Background: an optimization exercise with open tools, aiming at small area, a short achievable clock period and few clock cycles. Do not read the settings as production practice. Only simulation tests tie the RTL to the original design; equivalence was not proved. Power figures rest on the tool's default switching activity, not on a simulated workload.

Setup of branch maple:
==> flow/design.v (excerpt) <==
module sscs_core (
    input  wire        clk,
    input  wire        rst,
    input  wire        cmd_valid,
    input  wire [2:0]  cmd_op,
    input  wire [3:0]  cmd_idx,
    input  wire [15:0] cmd_data,
    output wire        cmd_ready,
    input  wire        intr,
    input  wire [3:0]  dbg_idx,
    output wire [15:0] dbg_rdata,
    output reg         halted,
    output reg         running,
    output reg  [2:0]  stop,
    output reg  [2:0]  stop_kind,
    output wire        mem_req,
    output wire        mem_we,
    output wire [11:0] mem_addr,
    output wire [15:0] mem_wdata,
    input  wire [15:0] mem_rdata,
    input  wire        mem_ack,
    output reg         trace_valid,
    output reg  [15:0] trace_pc,
    output reg  [15:0] trace_word,
    output reg  [2:0]  trace_fault,
    output wire        out_valid,
    output wire        out_end,
    output wire [7:0]  out_data
);
    localparam CMD_STEP = 3'd1, CMD_RUN = 3'd2, CMD_CLEAR = 3'd3, CMD_SETREG = 3'd4;
    localparam STOP_NONE = 3'd0, STOP_HLT = 3'd1, STOP_HCF = 3'd2, STOP_INTR = 3'd3,
               STOP_RESET = 3'd4, STOP_FAULT = 3'd5;
    localparam F_NONE = 3'd0, F_SEG = 3'd1, F_ARITH = 3'd4, F_DIV0 = 3'd5, F_UNK = 3'd6;
    localparam S_IDLE = 3'd0, S_FETCH = 3'd1, S_EXEC = 3'd2, S_ITER = 3'd3, S_PRN = 3'd4;
    localparam OP_HLT = 6'd0,  OP_HCF = 6'd1,  OP_ADD = 6'd2,  OP_ADDI = 6'd3,
               OP_SUB = 6'd4,  OP_SUBI = 6'd5, OP_MUL = 6'd6,  OP_MULI = 6'd7,
               OP_DIV = 6'd8,  OP_DIVI = 6'd9, OP_MOD = 6'd10, OP_MODI = 6'd11,
               OP_AND = 6'd15, OP_ANDI = 6'd16, OP_OR = 6'd17, OP_ORI = 6'd18,
               OP_XOR = 6'd19, OP_XORI = 6'd20, OP_NOT = 6'd23, OP_SL = 6'd24,
               OP_SLI = 6'd25, OP_SR = 6'd26, OP_SRI = 6'd27, OP_TEQ = 6'd30,
               OP_TLT = 6'd31, OP_TGT = 6'd33, OP_B = 6'd40, OP_BAL = 6'd41,
               OP_BR = 6'd42, OP_BEQZ = 6'd43, OP_BNEZ = 6'd44, OP_LD = 6'd50,
               OP_LDL = 6'd51, OP_ST = 6'd52, OP_STL = 6'd53, OP_CPY = 6'd55,
               OP_CPYM = 6'd56, OP_RET = 6'd61, OP_PRN = 6'd62, OP_NOP = 6'd63;
    localparam R_ADD = 3'd0, R_AND = 3'd1, R_OR = 3'd2, R_XOR = 3'd3, R_SHL = 3'd4,
               R_SHR = 3'd5, R_CMP = 3'd6, R_OTH = 3'd7;
  ...
Size in the first run: about 2,300 cells after synthesis, about 150 I/O pins, about 21,000 µm² of cells after synthesis.
export LEC_CHECK = 0
export CAP_MARGIN = 20
export CORE_MARGIN = 2
export CORE_UTILIZATION = 52
export SLEW_MARGIN = 20
create_clock -name core_clock -period 12.0 [get_ports {clk}]
standard.sh (not shown) runs the stock make flow with config.mk's settings and CLKGATE_MAP_FILE= SYNTH_SCRIPT=/design/flow/synth_recipe.tcl, a recipe that flattens the netlist after the stock synthesis.
==> flow/flow/run.sh <==
#!/bin/bash
set -euo pipefail
bash standard.sh SETUP_SLACK_MARGIN=5.4 finish > standard.log 2>&1
Testbench counts of branch maple, summed over its fixed seeds: cycles 53,508.
### branch maple -> branch pepper
--- a/flow/design.v
+++ b/flow/design.v
@@ -210,24 +210,24 @@
     wire [3:0]  msb_a  = msb(ra_val);
     wire [3:0]  msb_b  = msb(opb);
     wire        b_nz   = |opb;
     wire [4:0]  d_sh   = {1'b0, msb_a} - {1'b0, msb_b};
     wire        m_bit  = opb[cnt[3:0]] && !cnt[4];
     wire        m_over = ({1'b0, msb_a} + {1'b0, cnt[3:0]}) > 5'd15;
     wire        m_flt  = m_bit && (u_sum[16] || m_over);
     wire        q_bit  = u_sum[16];
     wire        u_take = d_div ? q_bit : m_bit;
     wire [15:0] acc_nx = u_take ? u_sum[15:0] : acc;
     wire [15:0] quo_nx = {quo[14:0], q_bit};
-    wire        u_done = d_div ? cnt[4] : (!b_nz || cnt > {1'b0, msb_b});
-    wire [15:0] u_res  = (d_div && !d_mod) ? quo : acc;
+    wire        u_done = d_div ? (cnt == 5'd0) : (!b_nz || cnt > {1'b0, msb_b});
+    wire [15:0] u_res  = !d_div ? acc : d_mod ? acc_nx : quo_nx;
     wire        x7z = (x7 == 16'd0);
     reg  [15:0] npc;
     always @(*) begin
         case (d_br)
         N_IMM:   npc = imm10;
         N_REG:   npc = ra_val;
         N_BEQZ:  npc = x7z ? imm10 : pc2;
         N_BNEZ:  npc = x7z ? pc2 : imm10;
         N_RA:    npc = x9;
         default: npc = pc2;
         endcase
## What came out
- STATUS total power: branch pepper wins against branch maple
- Compare branch maple and branch pepper | initial core utilization lower: branch pepper
- Compared with branch maple, branch pepper shows a higher number of setup buffers added after CTS.
- branch pepper: worst setup slack is 0.054 ns lower than what branch maple reported.
- The routed wire length of branch pepper was inferior to that of branch maple.
- branch pepper vs branch maple, number of ordinary and repair buffers in the finished layout went up by 14%.
Testbench counts of branch pepper, summed over its fixed seeds: cycles 52,093.

[re-timing with driven ports]
The results above use ideal ports. As a check the final layouts listed here were re-extracted and re-timed, cells and wires unchanged.
Step 1 assumes that a clkbuf_16 drives the clock port and a buf_2 every other input.
Step 2 times the ports against the registers' clock, not the clock port: input delays grow and output delays shrink by t, the midpoint of the rising clock arrivals with the driver on.
Three values: ideal ports, drivers, drivers and shift; two values: the first two.
run	t, ns	setup slack, ns	clock arrival spread, ns
branch maple	0.668	5.373 / 5.315 / 5.399	0.048 / 0.047
branch pepper	0.684	5.318 / 5.255 / 5.381	0.043 / 0.043
After both steps setup and hold are still met in every run listed.
